From an optimization exercise on the open Yosys and OpenROAD flow, aimed at small area, a short achievable clock period and few clock cycles; shortcuts taken in it are not production practice. Function was not checked in any run shown here: the RTL went through the layout flow alone. Power figures rest on the tool's default switching activity, not on a simulated workload.

## config.mk

```make
export PLATFORM = sky130hd
export DESIGN_NAME = dust_frame_engine
export DESIGN_NICKNAME = dust_frame_engine
export VERILOG_FILES = /design/flow/design.v
export SDC_FILE = /design/flow/constraint.sdc
export NUM_CORES = 4
export LEC_CHECK = 0
export CAP_MARGIN = 20
export CELL_PAD_IN_SITES_DETAIL_PLACEMENT = 1
export CELL_PAD_IN_SITES_GLOBAL_PLACEMENT = 2
export CORE_MARGIN = 2
export CORE_UTILIZATION = 50
export CTS_BUF_LIST = sky130_fd_sc_hd__clkbuf_8
export PLACE_DENSITY = 0.65
export SLEW_MARGIN = 20
export SYNTH_MEMORY_MAX_BITS = 8192
```

## design.v

```verilog
module dust_crc_table (
    input  wire        clk,
    input  wire        rst,
    input  wire        bld_valid,
    input  wire [15:0] bld_poly,
    output wire        bld_ready,
    output wire        tbl_valid,
    output wire        built_n,      
    output reg  [15:0] poly,
    output reg  [7:1]  d
);
    reg built;
    reg empty;       
    always @(posedge clk) begin
        if (rst) begin
            built <= 1'b0;
            empty <= 1'b1;
        end else if (bld_valid) begin
            built <= 1'b1;
            empty <= 1'b0;
        end
    end
    always @(posedge clk) begin
        if (!built)
            poly <= bld_poly;
    end
    reg [7:0] dd;
    integer n, m;
    always @* begin
        dd = 8'd1;
        for (n = 1; n < 8; n = n + 1) begin
            dd[n] = 1'b0;
            for (m = 1; m <= n; m = m + 1)
                dd[n] = dd[n] ^ (poly[16-m] & dd[n-m]);
        end
    end
    always @(posedge clk)
        d <= dd[7:1];
    assign built_n   = built || bld_valid;
    assign bld_ready = empty;
    assign tbl_valid = built;
endmodule
module dust_crc_step (
    input  wire [15:0] poly,
    input  wire [7:1]  d,
    input  wire [15:0] crc,
    input  wire [7:0]  b,
    output reg  [15:0] crc_next
);
    reg [7:0] u, f;
    integer k, m;
    always @* begin
        for (k = 0; k < 8; k = k + 1)
            u[k] = crc[15-k] ^ b[7-k];
        for (k = 0; k < 8; k = k + 1) begin
            f[k] = u[k];
            for (m = 1; m <= k; m = m + 1)
                f[k] = f[k] ^ (d[m] & u[k-m]);
        end
        crc_next = {crc[7:0], 8'h00};
        for (k = 0; k < 8; k = k + 1)
            crc_next = crc_next ^ ({16{f[k]}} & (poly << (7 - k)));
    end
endmodule
module dust_tx (
    input  wire        clk,
    input  wire        rst,
    input  wire        enable,
    input  wire [15:0] poly,
    input  wire [7:1]  d,
    input  wire        hdr_valid,
    input  wire [1:0]  opcode,
    input  wire [1:0]  len_code,
    input  wire        ack,
    input  wire [10:0] pkt_num,
    output reg         hdr_ready,
    input  wire        in_valid,
    input  wire [7:0]  in_data,
    output reg         in_ready,
    output reg         out_valid,
    output reg  [7:0]  out_data,
    output reg         out_last,
    input  wire        out_ready
);
    localparam O_IDLE = 2'd0;
    localparam O_HDR  = 2'd1;
    localparam O_PAY  = 2'd2;
    localparam O_CRC  = 2'd3;
    reg        in_pay;       
    reg        hpend;        
    reg [15:0] hi16;         
    reg        sv;           
    reg        sl;           
    reg [1:0]  ost;
    reg [1:0]  hcnt;
    reg [15:0] crc;
    wire [15:0] crc_next;
    dust_crc_step u_step (.poly(poly), .d(d), .crc(crc), .b(out_data), .crc_next(crc_next));
    wire hacc  = hdr_valid && hdr_ready;
    wire pacc  = in_valid && in_ready;
    wire plast = (hi16[15:8] == 8'd0);
    wire ofree = !out_valid || out_ready;
    wire xfer  = out_valid && out_ready;
    wire st_idle = (ost == O_IDLE);
    wire st_hdr  = (ost == O_HDR);
    wire st_pay  = (ost == O_PAY);
    wire st_crc  = (ost == O_CRC);
    wire start   = st_idle && hpend && enable;
    wire hdr_end = st_hdr && (hcnt == 2'd3);
    wire       load      = start || st_hdr || st_crc || (st_pay && (sv || pacc));
    wire       pay_last  = sv ? sl : plast;
    wire [7:0] pay_data  = sv ? hi16[7:0] : in_data;
    wire [7:0] load_data = st_pay ? pay_data : st_crc ? crc_next[15:8] : hi16[15:8];
    wire hdr_free = !in_pay && !hpend && !sv;
    wire skid_in  = in_pay && !sv && st_pay;
    wire take = st_pay && ofree;
    wire sv_n     = (sv || pacc) && !take;
    wire in_pay_n = hacc || (in_pay && !(pacc && plast));
    wire hpend_n  = hacc || (hpend && !(start && ofree));
    always @(posedge clk) begin
        if (rst) begin
            in_pay    <= 1'b0;
            hpend     <= 1'b0;
            sv        <= 1'b0;
            hdr_ready <= 1'b1;
            in_ready  <= 1'b0;
            ost       <= O_IDLE;
            out_valid <= 1'b0;
            crc       <= 16'h0000;
        end else begin
            in_pay    <= in_pay_n;
            hpend     <= hpend_n;
            sv        <= sv_n;
            hdr_ready <= !in_pay_n && !hpend_n && !sv_n;
            in_ready  <= in_pay_n && !sv_n && (st_pay || (hdr_end && ofree));
            if (xfer)
                crc <= crc_next;
            if (ofree) begin
                out_valid <= load;
                if (start)
                    ost <= O_HDR;
                else if (hdr_end)
                    ost <= O_PAY;
                else if (st_pay && load && pay_last)
                    ost <= O_CRC;
                else if (st_crc && hcnt == 2'd1)
                    ost <= O_IDLE;
            end
        end
    end
    wire       rot    = ofree && (start || st_hdr);
    wire       hi_en  = hdr_free || rot || pacc;
    wire [7:0] hi_val = hdr_free ? {opcode, len_code, ack, pkt_num[10:8]} :
                        st_pay   ? hi16[15:8] - 8'd1 :
                        hdr_end  ? (8'd32 << hi16[5:4]) - 8'd1 : hi16[7:0];
    wire       lo_en  = hdr_free || rot || skid_in;
    wire [7:0] lo_val = hdr_free ? pkt_num[7:0] :
                        st_pay   ? in_data : ~hi16[15:8];
    always @(posedge clk) begin
        hi16[15:8] <= ({8{hi_en}} & hi_val) | ({8{!hi_en}} & hi16[15:8]);
        hi16[7:0]  <= ({8{lo_en}} & lo_val) | ({8{!lo_en}} & hi16[7:0]);
        if (skid_in)
            sl <= plast;
        out_data <= ({8{ofree}} & load_data) | ({8{!ofree}} & out_data);
        if (ofree) begin
            out_last <= st_crc && (hcnt == 2'd1);
            if (start)
                hcnt <= 2'd1;
            else if (st_hdr || st_crc)
                hcnt <= hcnt + 2'd1;
        end
    end
endmodule
module dust_rx (
    input  wire        clk,
    input  wire        rst,
    input  wire        enable,
    input  wire [15:0] poly,
    input  wire [7:1]  d,
    input  wire        in_valid,
    input  wire [7:0]  in_data,
    output reg         in_ready,
    output reg         res_valid,
    output reg         res_hdr_ok,
    output reg         res_crc_ok,
    output wire [31:0] res_hdr,
    output wire [15:0] res_residue
);
    reg        rv;           
    reg [7:0]  rd;
    reg        pend;         
    reg        body;         
    reg        first;        
    reg [1:0]  hcnt;
    reg [31:0] hdr_word;     
    reg [15:0] crc;
    assign res_hdr     = hdr_word;
    assign res_residue = crc;
    wire [15:0] crc_base = first ? 16'h0000 : crc;
    wire [15:0] crc_next;
    dust_crc_step u_step (.poly(poly), .d(d), .crc(crc_base), .b(rd), .crc_next(crc_next));
    wire        half_ok  = (rd == ~hdr_word[15:8]);
    wire        hdr_good = res_hdr_ok && half_ok;
    wire [1:0]  hdr_len  = hdr_word[21:20];
    wire [8:0]  cnt      = hdr_word[8:0];
    wire hdr_end  = !body && (hcnt == 2'd3);
    wire body_end = body && (cnt == 9'd0);
    wire end_good = rv && body_end;
    wire end_bad  = rv && hdr_end && !hdr_good;
    wire take     = in_valid && in_ready;
    wire take_end = body && (rv ? (cnt == 9'd1) : (cnt == 9'd0));
    always @(posedge clk) begin
        if (rst) begin
            rv        <= 1'b0;
            in_ready  <= 1'b0;
            pend      <= 1'b0;
            body      <= 1'b0;
            first     <= 1'b1;
            hcnt      <= 2'd0;
            res_valid <= 1'b0;
        end else begin
            rv        <= take;
            in_ready  <= enable && !(take && take_end);
            pend      <= end_good;
            res_valid <= pend || end_bad;
            if (rv) begin
                first <= end_good || end_bad;
                if (!body) begin
                    hcnt <= hcnt + 2'd1;
                    if (hdr_end && hdr_good)
                        body <= 1'b1;
                end else if (body_end)
                    body <= 1'b0;
            end
        end
    end
    always @(posedge clk) begin
        rd <= in_data;
        crc <= ({16{rv}} & crc_next) | ({16{!rv}} & crc);
        if (rv) begin
            if (!body) begin
                hdr_word <= {hdr_word[23:0], rd};
                if (hcnt == 2'd2)
                    res_hdr_ok <= half_ok;
                if (hcnt == 2'd3)
                    res_hdr_ok <= hdr_good;
                if (hdr_end && hdr_good)
                    hdr_word[8:0] <= (9'd32 << hdr_len) + 9'd1;
            end else if (body_end)
                hdr_word[8:0] <= ~hdr_word[24:16];
            else
                hdr_word[8:0] <= cnt - 9'd1;
        end
        if (pend)
            res_crc_ok <= res_hdr_ok && (crc == 16'h0000);
        else if (end_bad)
            res_crc_ok <= 1'b0;
    end
endmodule
module dust_frame_engine (
    input  wire        clk,
    input  wire        rst,
    input  wire        bld_valid,
    input  wire [15:0] bld_poly,
    output wire        bld_ready,
    output wire        tbl_valid,
    input  wire        tx_hdr_valid,
    input  wire [1:0]  tx_opcode,
    input  wire [1:0]  tx_len_code,
    input  wire        tx_ack,
    input  wire [10:0] tx_pkt_num,
    output wire        tx_hdr_ready,
    input  wire        tx_in_valid,
    input  wire [7:0]  tx_in_data,
    output wire        tx_in_ready,
    output wire        tx_out_valid,
    output wire [7:0]  tx_out_data,
    output wire        tx_out_last,
    input  wire        tx_out_ready,
    input  wire        rx_in_valid,
    input  wire [7:0]  rx_in_data,
    output wire        rx_in_ready,
    output wire        rx_res_valid,
    output wire        rx_res_hdr_ok,
    output wire        rx_res_crc_ok,
    output wire [31:0] rx_res_hdr,
    output wire [15:0] rx_res_residue
);
    wire [15:0] poly;
    wire [7:1]  d;
    wire        built_n;
    dust_crc_table u_table (
        .clk(clk), .rst(rst),
        .bld_valid(bld_valid), .bld_poly(bld_poly),
        .bld_ready(bld_ready), .tbl_valid(tbl_valid), .built_n(built_n),
        .poly(poly), .d(d)
    );
    dust_tx u_tx (
        .clk(clk), .rst(rst), .enable(tbl_valid), .poly(poly), .d(d),
        .hdr_valid(tx_hdr_valid), .opcode(tx_opcode), .len_code(tx_len_code),
        .ack(tx_ack), .pkt_num(tx_pkt_num), .hdr_ready(tx_hdr_ready),
        .in_valid(tx_in_valid), .in_data(tx_in_data), .in_ready(tx_in_ready),
        .out_valid(tx_out_valid), .out_data(tx_out_data), .out_last(tx_out_last),
        .out_ready(tx_out_ready)
    );
    dust_rx u_rx (
        .clk(clk), .rst(rst), .enable(built_n), .poly(poly), .d(d),
        .in_valid(rx_in_valid), .in_data(rx_in_data), .in_ready(rx_in_ready),
        .res_valid(rx_res_valid), .res_hdr_ok(rx_res_hdr_ok), .res_crc_ok(rx_res_crc_ok),
        .res_hdr(rx_res_hdr), .res_residue(rx_res_residue)
    );
endmodule
```

## standard.sh

```bash
#!/bin/bash
# synth_recipe.tcl (not shown) runs the flow's synth.tcl, then flattens the netlist and writes it again
# the make line also repeats each setting of config.mk as NAME=value (left out here)
make -C /OpenROAD-flow-scripts/flow DESIGN_CONFIG=/design/flow/config.mk WORK_HOME=/design/flow/orfs CLKGATE_MAP_FILE= SYNTH_SCRIPT=/design/flow/synth_recipe.tcl "${@:-finish}"
```

## flow/run.sh

```bash
#!/bin/bash
# Layout flow: the standard flow with ports buffered by buf_1 and the
# timing repair aiming for 6.5 ns of setup slack.
bash standard.sh finish BUFFER_PORTS_ARGS="-buffer_cell sky130_fd_sc_hd__buf_1" SETUP_SLACK_MARGIN=6.5 > standard.log 2>&1
```

## constraint.sdc

```tcl
create_clock -name core_clock -period 10.0 [get_ports {clk}]
set_input_delay 2.0000 -clock core_clock [delete_from_list [all_inputs] [get_ports {clk}]]
set_output_delay 2.0000 -clock core_clock [all_outputs]
set_load 0.01 [all_outputs]
```

==> summary.txt, run 1 <==
STA
  – RSZ-0062 raised after global routing: false
  – Fin crit period: 3.39 ns
  – Worst rel slew slack: 34.5%
  – Setup TNS: 0 ns
  – Clock skew after layout: 0.0167 ns
  – Max Freq: 295 MHz
  – Final setup margin: 6.61 ns
  – Slew Viols, Final: 0
  – Slew @ Worst Pin: 0.982 ns
  – Hold Fails Final Rpt: 0
  – Tcrit/Tclk final: 33.9%
  – Final setup vio count: 0

Clock network
  – Htree depth: 4
  – CTS Buf Count: 17
  – Clock latency on the worst-skew pair: 0.49 ns
  – Worst-path clk slew: 0.10 ns
  – CTS Root Cell: clkbuf_8
  – Sink Count: 143
  – Clock buffer depth: 2
  – CTS tree: built

Worst setup path
  – Crit. End Element: output port
  – Critical path type: reg -> out
  – Data arrival time of the critical path: 1.39 ns
  – CP Launch Type: register
  – Req. time, crit path: 8.00 ns
  – CP Max Fanout: 9

Die
  – Die span in y: 148 um
  – Core Box Area: 20400 um2
  – I/O pins: 121
  – DIE WIDTH: 148 um
  – Die area: 22000 um2
  – Initial core utilization: 51.1%
  – # rows: 52

Synthesis
  – FFs w/ async S/R, synth: 0%
  – Syn Std Cell Area: 10400 um2
  – Area leader, netlist: edfxtp_1
  – Netlist cell types: 62
  – Ys flop type: edfxtp_1
  – FF+latch count, synth: 143
  – Largest cells by area after synthesis: edfxtp_1, nand2_1, dfxtp_1, xnor2_1, xnor3_1
  – Mapped Cells: 1190
  – Yosys top cell area share: 27.1%
  – EDFF count, synth: 94
  – Post-synth top cells: nand2_1, nor2_1, xnor2_1, a21oi_1, edfxtp_1
  – Synth warnings: 4
  – Most common cell in the synthesized netlist: nand2_1
  – Syn nets: 1256
  – Synth Area per Inst: 8.75 um2
  – Register area share after synthesis: 36.5%

Routing
  – Initial DRC Count: 518
  – Via count: 8955
  – Drt total wl: 32400 um
  – DRT antenna net count: 0
  – Pre-antenna DRT Iters: 5
  – DRC viols: 0
  – Via density: 5.76
  – Avg WL per Cell: 20.8 um

Placed design
  – GP Congestion: 0.832
  – DPL Wire Length: 22400 um
  – Post-place setup slack: 5.92 ns
  – Number of buffers inserted by port buffering: 120

Layout
  – Multi-input logic area: 6340 um2
  – Layout cells sized above 1: 7.08%
  – Register area: 3810 um2
  – Area Growth Syn to Fin: 11.8%
  – Fillers: 2448
  – Ant diodes: 0
  – Nets: 1339
  – Final core occ: 57.2%

Pwr
  – P_int: 0.00227 W
  – Sw frac: 43.1%
  – Leakage Power: 4.59 nW
  – Comb pwr share: 65.6%
  – Clock power share: 12.5%
  – Worst VDD drop: 195 uV
  – PD cells: 343 nW/um2
  – Switch Pwr: 0.00172 W
  – Sequential power share: 21.9%

Global routing
  – Vias in the first global route: 9237
  – GR Util All Layers: 29.8%
  – Global-route wire length before repair: 50800 um
  – Overflow after GRT: 0
  – Initial antenna violation count: 0
  – Largest net degree at the start of global routing: 36

Status
  – Status: finished clean

Flow run
  – Max-cap viol count: 0

Min path
  – Hold WC Path Type: reg -> reg
timing repair:
| item | CTS | global route |
|---|---|---|
| hold buffers | 0 | 0 |
| gates resized for setup | 14 | 13 |
| pin swaps | 1 | 3 |
| cloned | 0 | 0 |
| setup buffers | 4 | 7 |
| endpoints found under the setup margin | 50 | 20 |
| hold endpoints to repair | 0 | 0 |
metal layers:
layer  part of all wire, %  track usage [%]  routed length (um)
met5                     0                0                   0
met4                   2.0             8.62                 652
met3                   4.5             4.36                1460
met2                    49             50.4               15800
met1                    45             40.0               14400
cells in the final DEF, fill, tap and decap left out, types with 4 or more instances in the layout:
cell      Yosys  routed
nand2_1     279     279
buf_1         5     120
nor2_1      111     110
xnor2_1     111     101
a21oi_1      95      95
edfxtp_1     94      94
xor2_1       69      67
dfxtp_1      49      45
o21ai_0      39      39
xnor3_1      38      36
inv_1        25      25
buf_4         1      24
nand2b_1     19      19
clkbuf_8      0      17
mux2i_1      13      13
nand3_1      13      13
a211oi_1     11      11
ha_1         11      11
o211ai_1     10      10
nor3_1        9       9
a311oi_1      8       8
nor3b_1       7       7
or3_1         6       6
o221ai_1      6       6
nor2b_1       6       6
xnor2_2       1       6
and3_1        6       6
clkinv_8      0       6
nand3b_1      5       5
xnor2_4       0       5
and2_1        5       5
nor4_1        5       5
a211o_1       5       4
nor4b_1       4       4
o311ai_0      4       4
o211a_1       4       4
inv_8         0       4
inv_6         0       4
path summary, 6_finish.rpt:
| kind | startpoint | to | slack, ns | cells past startpoint |
|---|---|---|---|---|
| hold reg to reg | u_table.empty | u_table.empty | 0.47 | 1 |
| setup / recovery | register | rx_res_residue[13] | 6.61 | 2 |
| setup reg to reg | u_table.d[1] | register | 6.68 | 10 |
| hold / removal | u_table.empty | u_table.empty | 0.47 | 1 |
kinds of logic after synthesis:
group                      share of synthesized area (%)
AOI/OAI and AO/OA                                   12.0
xor gates and xnor gates                            24.5
adders and majority gates                           1.32
buffers and inverters                               4.17
DFF                                                 36.5
muxes                                               1.57
and+or+nand+nor                                     19.9
critical path: stages (launching register included):
cell and delay (ns):
edfxtp_1 0.57, buf_4 0.19, buf_1 0.15
power groups by stage:
stage	registers (W)	clock network [W]	logic, W
after floorplan	0.000824	0	0.00207
after global placement	0.000880	0	0.00242
after detailed placement	0.000880	0	0.00250
after CTS	0.000870	0.000510	0.00256
after global routing	0.000886	0.000529	0.00281
final	0.000876	0.000500	0.00262
per-stage QoR:
stage	instances	hold slack [ns]	total power (W)	area, um2
finish	1556	0.472	0.00399	11600
global route	1556	0.492	0.00423	11600
detailed placement	1513	0.442	0.00338	11000
CTS	1549	0.474	0.00394	11500
floorplan	1190	0.398	0.00289	10400
global placement	1513	0.439	0.00330	11000
area by class of cell:
class                      count  area share, %
clock buffer                  17           2.01
inverter                      26          0.849
tap                          270           2.90
timing repair buffer         144           5.42
multi-input combinational    941           54.5
clock inverter                15           1.59
sequential                   143           32.7
==> run 2: changes to the inputs <==
--- a/design.v
+++ b/design.v
@@ -5,7 +5,6 @@
     input  wire [15:0] bld_poly,
     output wire        bld_ready,
     output wire        tbl_valid,
-    output wire        built_n,      
     output reg  [15:0] poly,
     output reg  [7:1]  d
 );
@@ -36,7 +35,6 @@
     end
     always @(posedge clk)
         d <= dd[7:1];
-    assign built_n   = built || bld_valid;
     assign bld_ready = empty;
     assign tbl_valid = built;
 endmodule
@@ -93,6 +91,7 @@
     reg        sl;           
     reg [1:0]  ost;
     reg [1:0]  hcnt;
+    reg        fresh;        
     reg [15:0] crc;
     wire [15:0] crc_next;
     dust_crc_step u_step (.poly(poly), .d(d), .crc(crc), .b(out_data), .crc_next(crc_next));
@@ -100,19 +99,20 @@
     wire pacc  = in_valid && in_ready;
     wire plast = (hi16[15:8] == 8'd0);
     wire ofree = !out_valid || out_ready;
-    wire xfer  = out_valid && out_ready;
     wire st_idle = (ost == O_IDLE);
     wire st_hdr  = (ost == O_HDR);
     wire st_pay  = (ost == O_PAY);
     wire st_crc  = (ost == O_CRC);
     wire start   = st_idle && hpend && enable;
     wire hdr_end = st_hdr && (hcnt == 2'd3);
+    wire hdr_free = !in_pay && !hpend && !sv;
+    wire skid_in  = in_pay && !sv && st_pay;
+    wire [7:0] hdr_byte = {8{hcnt[1]}} ^ (hcnt[0] ? hi16[7:0] : hi16[15:8]);
+    wire [7:0] crc_byte = fresh ? crc_next[15:8] : crc[15:8];
     wire       load      = start || st_hdr || st_crc || (st_pay && (sv || pacc));
     wire       pay_last  = sv ? sl : plast;
     wire [7:0] pay_data  = sv ? hi16[7:0] : in_data;
-    wire [7:0] load_data = st_pay ? pay_data : st_crc ? crc_next[15:8] : hi16[15:8];
-    wire hdr_free = !in_pay && !hpend && !sv;
-    wire skid_in  = in_pay && !sv && st_pay;
+    wire [7:0] load_data = st_pay ? pay_data : st_crc ? crc_byte : hdr_byte;
     wire take = st_pay && ofree;
     wire sv_n     = (sv || pacc) && !take;
     wire in_pay_n = hacc || (in_pay && !(pacc && plast));
@@ -122,10 +122,11 @@
             in_pay    <= 1'b0;
             hpend     <= 1'b0;
             sv        <= 1'b0;
-            hdr_ready <= 1'b1;
+            hdr_ready <= 1'b0;
             in_ready  <= 1'b0;
             ost       <= O_IDLE;
             out_valid <= 1'b0;
+            fresh     <= 1'b0;
             crc       <= 16'h0000;
         end else begin
             in_pay    <= in_pay_n;
@@ -133,7 +134,8 @@
             sv        <= sv_n;
             hdr_ready <= !in_pay_n && !hpend_n && !sv_n;
             in_ready  <= in_pay_n && !sv_n && (st_pay || (hdr_end && ofree));
-            if (xfer)
+            fresh     <= ofree && load;
+            if (fresh)
                 crc <= crc_next;
             if (ofree) begin
                 out_valid <= load;
@@ -143,31 +145,37 @@
                     ost <= O_PAY;
                 else if (st_pay && load && pay_last)
                     ost <= O_CRC;
-                else if (st_crc && hcnt == 2'd1)
+                else if (st_crc && hcnt[0])
                     ost <= O_IDLE;
             end
         end
     end
-    wire       rot    = ofree && (start || st_hdr);
-    wire       hi_en  = hdr_free || rot || pacc;
-    wire [7:0] hi_val = hdr_free ? {opcode, len_code, ack, pkt_num[10:8]} :
-                        st_pay   ? hi16[15:8] - 8'd1 :
-                        hdr_end  ? (8'd32 << hi16[5:4]) - 8'd1 : hi16[7:0];
-    wire       lo_en  = hdr_free || rot || skid_in;
-    wire [7:0] lo_val = hdr_free ? pkt_num[7:0] :
-                        st_pay   ? in_data : ~hi16[15:8];
     always @(posedge clk) begin
-        hi16[15:8] <= ({8{hi_en}} & hi_val) | ({8{!hi_en}} & hi16[15:8]);
-        hi16[7:0]  <= ({8{lo_en}} & lo_val) | ({8{!lo_en}} & hi16[7:0]);
+        if (hdr_free)
+            hi16 <= {opcode, len_code, ack, pkt_num};
+        else begin
+            if (ofree && st_hdr && hcnt == 2'd2)
+                hi16[15:8] <= (8'd32 << hi16[13:12]) - 8'd1;
+            else if (pacc)
+                hi16[15:8] <= hi16[15:8] - 8'd1;
+            if (skid_in)
+                hi16[7:0] <= in_data;
+        end
         if (skid_in)
             sl <= plast;
-        out_data <= ({8{ofree}} & load_data) | ({8{!ofree}} & out_data);
         if (ofree) begin
-            out_last <= st_crc && (hcnt == 2'd1);
-            if (start)
-                hcnt <= 2'd1;
-            else if (st_hdr || st_crc)
+            out_data <= load_data;
+            out_last <= st_crc && hcnt[0];
+        end
+    end
+    always @(posedge clk) begin
+        if (rst)
+            hcnt <= 2'd0;
+        else if (ofree) begin
+            if (start || st_hdr)
                 hcnt <= hcnt + 2'd1;
+            else if (st_crc)
+                hcnt <= {1'b0, !hcnt[0]};
         end
     end
 endmodule
@@ -205,9 +213,9 @@
     wire [8:0]  cnt      = hdr_word[8:0];
     wire hdr_end  = !body && (hcnt == 2'd3);
     wire body_end = body && (cnt == 9'd0);
-    wire end_good = rv && body_end;
-    wire end_bad  = rv && hdr_end && !hdr_good;
+    wire fr_end   = rv && (body_end || (hdr_end && !hdr_good));
     wire take     = in_valid && in_ready;
+    wire take_4th = !body && (rv ? (hcnt == 2'd2) : (hcnt == 2'd3));
     wire take_end = body && (rv ? (cnt == 9'd1) : (cnt == 9'd0));
     always @(posedge clk) begin
         if (rst) begin
@@ -220,11 +228,11 @@
             res_valid <= 1'b0;
         end else begin
             rv        <= take;
-            in_ready  <= enable && !(take && take_end);
-            pend      <= end_good;
-            res_valid <= pend || end_bad;
+            in_ready  <= enable && !(take && (take_4th || take_end));
+            pend      <= fr_end;
+            res_valid <= pend;
             if (rv) begin
-                first <= end_good || end_bad;
+                first <= fr_end;
                 if (!body) begin
                     hcnt <= hcnt + 2'd1;
                     if (hdr_end && hdr_good)
@@ -236,8 +244,8 @@
     end
     always @(posedge clk) begin
         rd <= in_data;
-        crc <= ({16{rv}} & crc_next) | ({16{!rv}} & crc);
         if (rv) begin
+            crc <= crc_next;
             if (!body) begin
                 hdr_word <= {hdr_word[23:0], rd};
                 if (hcnt == 2'd2)
@@ -253,8 +261,6 @@
         end
         if (pend)
             res_crc_ok <= res_hdr_ok && (crc == 16'h0000);
-        else if (end_bad)
-            res_crc_ok <= 1'b0;
     end
 endmodule
 module dust_frame_engine (
@@ -288,11 +294,10 @@
 );
     wire [15:0] poly;
     wire [7:1]  d;
-    wire        built_n;
     dust_crc_table u_table (
         .clk(clk), .rst(rst),
         .bld_valid(bld_valid), .bld_poly(bld_poly),
-        .bld_ready(bld_ready), .tbl_valid(tbl_valid), .built_n(built_n),
+        .bld_ready(bld_ready), .tbl_valid(tbl_valid),
         .poly(poly), .d(d)
     );
     dust_tx u_tx (
@@ -304,7 +309,7 @@
         .out_ready(tx_out_ready)
     );
     dust_rx u_rx (
-        .clk(clk), .rst(rst), .enable(built_n), .poly(poly), .d(d),
+        .clk(clk), .rst(rst), .enable(tbl_valid), .poly(poly), .d(d),
         .in_valid(rx_in_valid), .in_data(rx_in_data), .in_ready(rx_in_ready),
         .res_valid(rx_res_valid), .res_hdr_ok(rx_res_hdr_ok), .res_crc_ok(rx_res_crc_ok),
         .res_hdr(rx_res_hdr), .res_residue(rx_res_residue)
==> run 2 against run 1 <==
Routed wire length is 1.7% lower; critical endpoint unchanged; largest power group unchanged; combinational power up 8.8%; still clean; clock skew up 0.0094 ns; first-iteration DRC count grew 5.0%; largest cell class unchanged; sequential share of layout area shrank 1.1 points; cell area up 3.2%.
==> summary.txt, run 2 <==
Status
  – Status: finished clean

STA
  – RSZ-0062 raised after global routing: false
  – Setup TNS: 0 ns (unchanged)
  – Clock skew after layout: 0.0261 ns (+0.00938 ns)
  – Hold Fails Final Rpt: 0 (unchanged)
  – Final setup vio count: 0 (unchanged)
  – Slew Viols, Final: 0 (unchanged)
  – Fin crit period: 3.37 ns (-0.0157 ns)
  – Max Freq: 297 MHz (+0.47%)
  – Tcrit/Tclk final: 33.7% (-0.16 points)
  – Worst hold margin: 0.469 ns (-0.00342 ns)
  – Worst rel slew slack: 38.1% (+3.6 points)
  – Slew @ Worst Pin: 0.928 ns (-0.0549 ns)

Synthesis
  – Area leader, netlist: edfxtp_1
  – Ys flop type: edfxtp_1
  – Syn nets: 1304 (+3.8%)
  – Synth Area in Adders: 1.16% (-0.16 points)
  – Mapped Cells: 1239 (+4.1%)
  – Synth Area per Inst: 8.69 um2 (-0.71%)
  – EDFF count, synth: 92 (-2.1%)
  – FF+latch count, synth: 144 (+0.70%)
  – Post-synthesis compound-gate area fraction: 11.6% (-0.38 points)
  – Largest cells by area after synthesis: edfxtp_1, nand2_1, xnor2_1, dfxtp_1, xnor3_1
  – Netlist cell types: 65 (+4.8%)
  – Post-synth top cells: nand2_1, xnor2_1, nor2_1, edfxtp_1, clkbuf_1
  – Most common cell in the synthesized netlist: nand2_1
  – Register area share after synthesis: 35.3% (-1.2 points)
  – Mux share of post-synthesis cell area: 3.82% (+2.3 points)
  – Xor and xnor area share after synthesis: 23.5% (-1.0 points)
  – Main combinational cell family by area after synthesis: XOR/XNOR gates
  – Syn Std Cell Area: 10800 um2 (+3.4%)
  – Yosys top cell area share: 25.7% (-1.4 points)
  – FFs w/ async S/R, synth: 0% (unchanged)
  – Post-synthesis simple-gate area fraction: 20.2% (+0.37 points)
  – Synth warnings: 4 (unchanged)

Global routing
  – GR Util All Layers: 28.7% (-1.2 points)
  – Largest net degree at the start of global routing: 39 (+8.3%)
  – Met2 usage: 50.0% (-0.46 points)
  – Global-route wire length before repair: 50700 um (about the same)
  – Initial antenna violation count: 0 (unchanged)
  – Met3 GRT Util: 3.94% (-0.42 points)
  – Met1 Resource Use GR: 37.1% (-2.9 points)
  – Overflow after GRT: 0 (unchanged)
  – Vias in the first global route: 9465 (+2.5%)
  – GRT Max-Usage Layer: met2

Worst setup path
  – CP top delay family: flip-flops
  – Slowest stage cell on the critical path: edfxtp_1
  – Crit path cell chain: buf_1
  – Buf/Inv on CP: 1 (-1)
  – Crit path largest cell delay: 0.70 ns (+0.13 ns)
  – CP Launch Type: register
  – Critical path type: reg -> out
  – CP Max Fanout: 13 (+4)
  – Data arrival time of the critical path: 1.37 ns (-0.02 ns)
  – Crit. End Element: output port
  – R2R setup slack: 6.63 ns (-0.05 ns)
  – Req. time, crit path: 8.00 ns (about the same)

Layout
  – Fillers: 2517 (+2.8%)
  – Biggest register: u_rx.hdr_word
  – Ant diodes: 0 (unchanged)
  – Commonest non-fill, non-tap cells in the layout: nand2_1, xnor2_1, buf_1, nor2_1, edfxtp_1
  – Layout cells sized above 1: 8.03% (+0.95 points)
  – Area Growth Syn to Fin: 11.5%
  – Nets: 1385 (+3.4%)
  – Commonest non-fill, non-tap cell in the layout: nand2_1
  – Post-Layout Cell Count: 1608 (+3.3%)
  – Largest register FFs: 32

Routing
  – Initial DRC Count: 544 (+5.0%)
  – Avg WL per Cell: 19.8 um (-4.9%)
  – Pre-antenna DRT Iters: 5 (unchanged)
  – DRT antenna net count: 0 (unchanged)
  – Via density: 5.74 (-0.21%)
  – Via count: 9235 (+3.1%)
  – Drt total wl: 31800 um (-1.7%)
  – DRC viols: 0 (unchanged)

Pwr
  – Leakage Power: 4.73 nW (+3.1%)
  – Worst VDD drop: 318 uV (+63%)
  – PD cells: 350 nW/um2 (+2.0%)
  – Tot Pwr: 0.00420 W (+5.2%)

Clock network
  – Worst-path clk slew: 0.10 ns (about the same)
  – CTS Root Cell: clkbuf_8
  – Sink Count: 144 (+0.70%)
  – Htree depth: 4 (unchanged)
  – Clock buffer depth: 2 (unchanged)
  – Clock latency on the worst-skew pair: 0.48 ns (about the same)
  – CTS tree: built
  – CTS Hold Buffers Added: 0 (unchanged)
  – CTS Buf Count: 17 (unchanged)

Die
  – # rows: 53 (+1.9%)
  – Die span in y: 151 um (+1.6%)
  – I/O pins: 121 (unchanged)
  – Core Box Area: 21100 um2 (+3.6%)
  – Die area: 22700 um2 (+3.3%)
  – Initial core utilization: 51.0% (-0.086 points)
  – DIE WIDTH: 151 um (+1.6%)

Placed design
  – Post-Place Cells: 1561 (+3.2%)
  – Number of buffers inserted by port buffering: 120 (unchanged)
  – DPL Wire Length: 21800 um (-2.5%)
  – GP Congestion: 0.833 (+0.11%)

Min path
  – Hold WC Path Type: reg -> reg

Flow run
  – Max-cap viol count: 0 (unchanged)
[run 2: cells by family (layout without fill, tap and decap cells)]
| family | count (synthesis) | after routing |
|---|---|---|
| and+or+nand+nor | 510 | 510 |
| DFF | 144 | 144 |
| adders and majority gates | 10 | 10 |
| muxes | 40 | 40 |
| AOI/OAI and AO/OA | 190 | 190 |
| xor gates and xnor gates | 231 | 231 |
| buffers and inverters | 114 | 208 |
[run 2: where the power goes]
part	switching [W]	internal, W
clock network	0.000298	0.000192
registers	0.000111	0.000746
logic	0.00140	0.00146
[run 2: layer usage]
metal | vias up | part of all wire (%)
met4 | 0 | 2.1
met5 | - | 0
li1 | 4368 | -
met2 | 224 | 50
met3 | 49 | 3.6
met1 | 4594 | 45
[run 2: per-stage QoR]
step	utilization [%]	instance area, um2	setup WS, ns
after floorplan	-	10800	6.50
after global placement	53.9	11400	6.24
after detailed placement	53.9	11400	6.01
after CTS	56.4	11900	6.53
after global routing	56.9	12000	6.51
final	56.9	12000	6.63
[run 2: timing repair]
| action | 4_1_cts | 5_1_grt |
|---|---|---|
| pin swaps | 1 | 3 |
| gates resized for setup | 7 | 5 |
| buffers inserted | 7 | 8 |
| endpoints found under the setup margin | 31 | 21 |
[run 2: cell type report]
type                       instances  area [um2]  share of cell area (%)
clock buffer                      17         234                    1.95
timing repair buffer             154         732                    6.10
tap                              275         344                    2.87
clock inverter                    15         180                    1.50
inverter                          22        87.6                   0.729
multi-input combinational        981        6630                    55.2
sequential                       144        3800                    31.7
[run 2: worst paths after layout]
check	startpoint	endpoint	cells after the start
worst max-delay path	u_rx.crc[13]	rx_res_residue[13]	1
worst min-delay path	u_table.empty	u_table.empty	1
worst max register to register	u_table.d[1]	u_tx.out_data[2]	9
worst min register to register	u_table.empty	u_table.empty	1

[re-timing with driven ports]
The flow's constraints put no driver on any port. The routed layouts listed below were extracted and timed again, unchanged, in two steps.
Step 1 sets driving cells, clkbuf_16 on the clock port and buf_2 on the other inputs (assumed; they add their load-dependent delay and slew).
Step 2 adds t to the input delays and takes it off the output delays; t is the mean of the earliest and latest rising clock arrival at the registers after step 1. Input paths then give back, and output paths get back, about the clock's delay inside the block.
a / b / c = ideal / step 1 / step 2; a / b = the first two.
run | t (ns) | setup slack, ns | pins driven straight from the clock port
run 1 | 0.526 | 6.615 / 6.570 / 6.190 | 1
run 2 | 0.510 | 6.630 / 6.587 / 6.187 | 1
After both steps setup and hold are still met in every run listed. The setup slack of run 2, which loses most, moves by -0.043 ns with the drivers and by -0.443 ns with both steps.
